Source: an optimization exercise on an open RTL-to-GDS flow (aim: small area, a short achievable clock period and few clock cycles). Production flows keep margins and buffers that such runs may drop. In this exercise RTL edits were held to simulation tests only and were not proved equivalent to the original. Power figures rest on the tool's default switching activity, not on a simulated workload.

## delta
// hxp_stream
module hxp_stream (
    input  wire        clk,
    input  wire        rst,
    input  wire        in_valid,
    output wire        in_ready,
    input  wire [7:0]  in_data,
    input  wire        in_end,
    output wire        out_valid,
    input  wire        out_ready,
    output wire [31:0] out_addr,
    output wire [7:0]  out_len,
    output wire [7:0]  out_data,
    output wire        out_last,
    output wire        done,
    output wire [3:0]  res_code,
    output wire [31:0] res_line,
    output wire [15:0] res_ext,
    output wire [7:0]  res_calc,
    output wire [7:0]  res_decl,
    output wire [1:0]  res_cause
);
Size: about 2,400 flip-flops, about 140 I/O pins, about 0.060 mm^2 of cells after synthesis.
clock: 6.5 ns
lec_check: 0
cap_margin: 20
core_margin: 2
core_utilization: 40
cts_buf_list: sky130_fd_sc_hd__clkbuf_16 sky130_fd_sc_hd__clkbuf_8
cts_cluster_diameter: 100
cts_cluster_size: 24
place_density: 0.6
setup_slack_margin: 3.6
slew_margin: 20
run.sh (not shown) runs the stock make flow with config.mk's settings and CLKGATE_MAP_FILE= SYNTH_SCRIPT=/design/flow/synth_recipe.tcl, a recipe that flattens the netlist after the stock synthesis.
Testbench counts of delta, summed over its fixed seeds: cycles 85,465.
> inputs changed (delta -> amber)
-- flow/config.mk --
<<< delta, line 14
export PLACE_DENSITY = 0.6
export SETUP_SLACK_MARGIN = 3.6
export SLEW_MARGIN = 20
>>> amber, line 14
export PLACE_DENSITY = 0.6
export SETUP_SLACK_MARGIN = 3.9
export SLEW_MARGIN = 20
Results
- Looking at part of the power in combinational logic, amber sits 0.4 points higher than delta does.
- Comparing power for delta and amber, the smaller number came from delta.
- Taking amber over delta, the non-clock buffer total of the final layout ratio works out to 1.5.
- amber vs. delta: setup slack shows an increase of 0.13 ns, gate count after technology mapping has remained practically unchanged, placed wire-length estimate rose 360 um.
- Share of final-layout standard cells stronger than drive strength 1 in amber vs delta: up 6.3 points
- Run comparison: amber beginning of the critical path ol; delta beginning of the critical path rec_bc[0]
- Of delta and amber, amber shows the lower power share of the sequential group, with delta above it.
- Cmp delta and amber / final standard cell area without fillers / lower: delta
> inputs changed (amber -> pepper)
-- flow/config.mk --
<<< amber, line 12
export CTS_CLUSTER_DIAMETER = 100
export CTS_CLUSTER_SIZE = 24
export PLACE_DENSITY = 0.6
>>> pepper, line 12
export CTS_CLUSTER_DIAMETER = 100
export CTS_CLUSTER_SIZE = 30
export PLACE_DENSITY = 0.6
==> notes.md <==
Of pepper and amber, amber shows the higher static leakage power, with pepper below it. [pepper vs amber] detail-routed net length per standard cell: lower in pepper. Between pepper and amber, it is pepper whose total power density per cell area is lower, by 6.2 mW/mm^2. Diff amber -> pepper: wire length of the first global-routing pass has decreased, total of flip-flops plus latches after synthesis has remained practically unchanged.

hxp_stream, a different RTL version from the one above (not shown whole).
Size in the first run: roughly 2400 flip-flops, about 140 I/O pins.
export LEC_CHECK = 0
export ABC_AREA = 1
export CAP_MARGIN = 20
export CORE_MARGIN = 2
export CORE_UTILIZATION = 45
export CTS_BUF_LIST = sky130_fd_sc_hd__clkbuf_16 sky130_fd_sc_hd__clkbuf_8
export CTS_CLUSTER_DIAMETER = 100
export CTS_CLUSTER_SIZE = 28
export PLACE_DENSITY = 0.68
export SETUP_SLACK_MARGIN = 4.0
export SLEW_MARGIN = 20
create_clock -name core_clock -period 6.5 [get_ports {clk}]
Testbench counts at the start, summed over its fixed seeds: cycles 85,465.
==> next run, changes <==
--- a/flow/config.mk
+++ b/flow/config.mk
@@ -11 +11 @@
-export CORE_UTILIZATION = 45
+export CORE_UTILIZATION = 40
@@ -15,2 +15,2 @@
-export PLACE_DENSITY = 0.68
-export SETUP_SLACK_MARGIN = 4.0
+export PLACE_DENSITY = 0.6
+export SETUP_SLACK_MARGIN = 3.9
The changed run completed without violations. Non-clock buffer count shrinks by 26. Final area shrinks slightly. Setup slack gets worse by 28 ps. Sequential power barely changes. Hold slack is about the same. Total power barely changes. Area after synthesis does not change. First-iteration DRC count grows slightly. Cell count grows by a few percent. Via count shrinks slightly. Critical path depth does not change.
==> next run, changes <==
--- a/flow/config.mk
+++ b/flow/config.mk
@@ -11 +11 @@
-export CORE_UTILIZATION = 40
+export CORE_UTILIZATION = 45
@@ -15 +15 @@
-export PLACE_DENSITY = 0.6
+export PLACE_DENSITY = 0.68
Outcome: The new run completed with no timing, DRC or antenna violations. Final area drops by 1.2%. Area after synthesis stays the same. Non-clock buffer count climbs by 4. Clock-buffer cell count climbs by 2. Sequential cell count does not change.
==> next run, changes <==
--- a/flow/config.mk
+++ b/flow/config.mk
@@ -8 +7,0 @@
-export ABC_AREA = 1
@@ -11 +10 @@
-export CORE_UTILIZATION = 45
+export CORE_UTILIZATION = 40
@@ -14,3 +13,3 @@
-export CTS_CLUSTER_SIZE = 28
-export PLACE_DENSITY = 0.68
-export SETUP_SLACK_MARGIN = 3.9
+export CTS_CLUSTER_SIZE = 30
+export PLACE_DENSITY = 0.6
+export SETUP_SLACK_MARGIN = 4.1
What happened: Fmax goes down by a few percent; via count goes down by a little under a tenth; power barely changes.
==> next run, changes <==
--- a/flow/config.mk
+++ b/flow/config.mk
@@ -7,0 +8 @@
+export ABC_AREA = 1
@@ -12,2 +13,2 @@
-export CTS_CLUSTER_DIAMETER = 100
-export CTS_CLUSTER_SIZE = 30
+export CTS_CLUSTER_DIAMETER = 80
+export CTS_CLUSTER_SIZE = 34
@@ -15 +16 @@
-export SETUP_SLACK_MARGIN = 4.1
+export SETUP_SLACK_MARGIN = 3.9
After rerunning:
- hold slack is worse by 12 ps
- first-iteration DRC count goes up by about 40%
- setup slack gets better by 37 ps
- flip-flop and latch count stays the same
- die area grows by 0.35%
- design area falls by 1.9%
- wire length increases by 2.0%

afterwards: timing with drivers on the ports:
Ports are ideal in the flow. The routed layouts listed here were re-timed in OpenROAD.
Step 1, drivers: a clkbuf_16 drives clk and a buf_2 each remaining input, both assumed.
Step 2, shift: input delay + t, output delay - t, t = (earliest + latest rising clock arrival at the registers) / 2. This alone moves slack from input paths to output paths.
a / b / c = ideal / step 1 / step 2; a / b = the first two.
| run | t (ns) | setup slack, ns | worst hold slack (ns) | worst setup path after step 2 | worst register clock-pin slew, ns |
|---|---|---|---|---|---|
| delta | 0.795 | 3.661 / 3.592 / 3.147 | 0.302 / 0.302 / 0.302 | input to register | 0.10 / 0.10 |
| amber | 0.788 | 3.791 / 3.725 / 3.272 | 0.299 / 0.299 / 0.299 | input to register | 0.10 / 0.10 |
| pepper | 0.775 | 3.802 / 3.736 / 3.288 | 0.297 / 0.297 / 0.297 | input to register | 0.12 / 0.12 |
| the first run of note 2 | 0.794 | 3.944 / 3.868 / 3.305 | 0.300 / 0.300 / 0.300 | input to register | 0.12 / 0.12 |
| the second run of note 2 | 0.818 | 3.916 / 3.840 / 3.239 | 0.300 / 0.300 / 0.300 | input to register | 0.12 / 0.12 |
| the third run of note 2 | 0.762 | 3.965 / 3.891 / 3.275 | 0.311 / 0.311 / 0.311 | input to register | 0.11 / 0.11 |
| the fourth run of note 2 | 0.796 | 3.884 / 3.877 / 3.419 | 0.318 / 0.318 / 0.318 | input to register | 0.12 / 0.12 |
| the fifth run of note 2 | 0.806 | 3.921 / 3.845 / 3.263 | 0.306 / 0.306 / 0.306 | input to register | 0.12 / 0.12 |
After both steps every run listed still meets setup and hold. For the third run of note 2, which loses most, drivers alone change the setup slack by -0.074 ns; drivers and shift together by -0.690 ns.
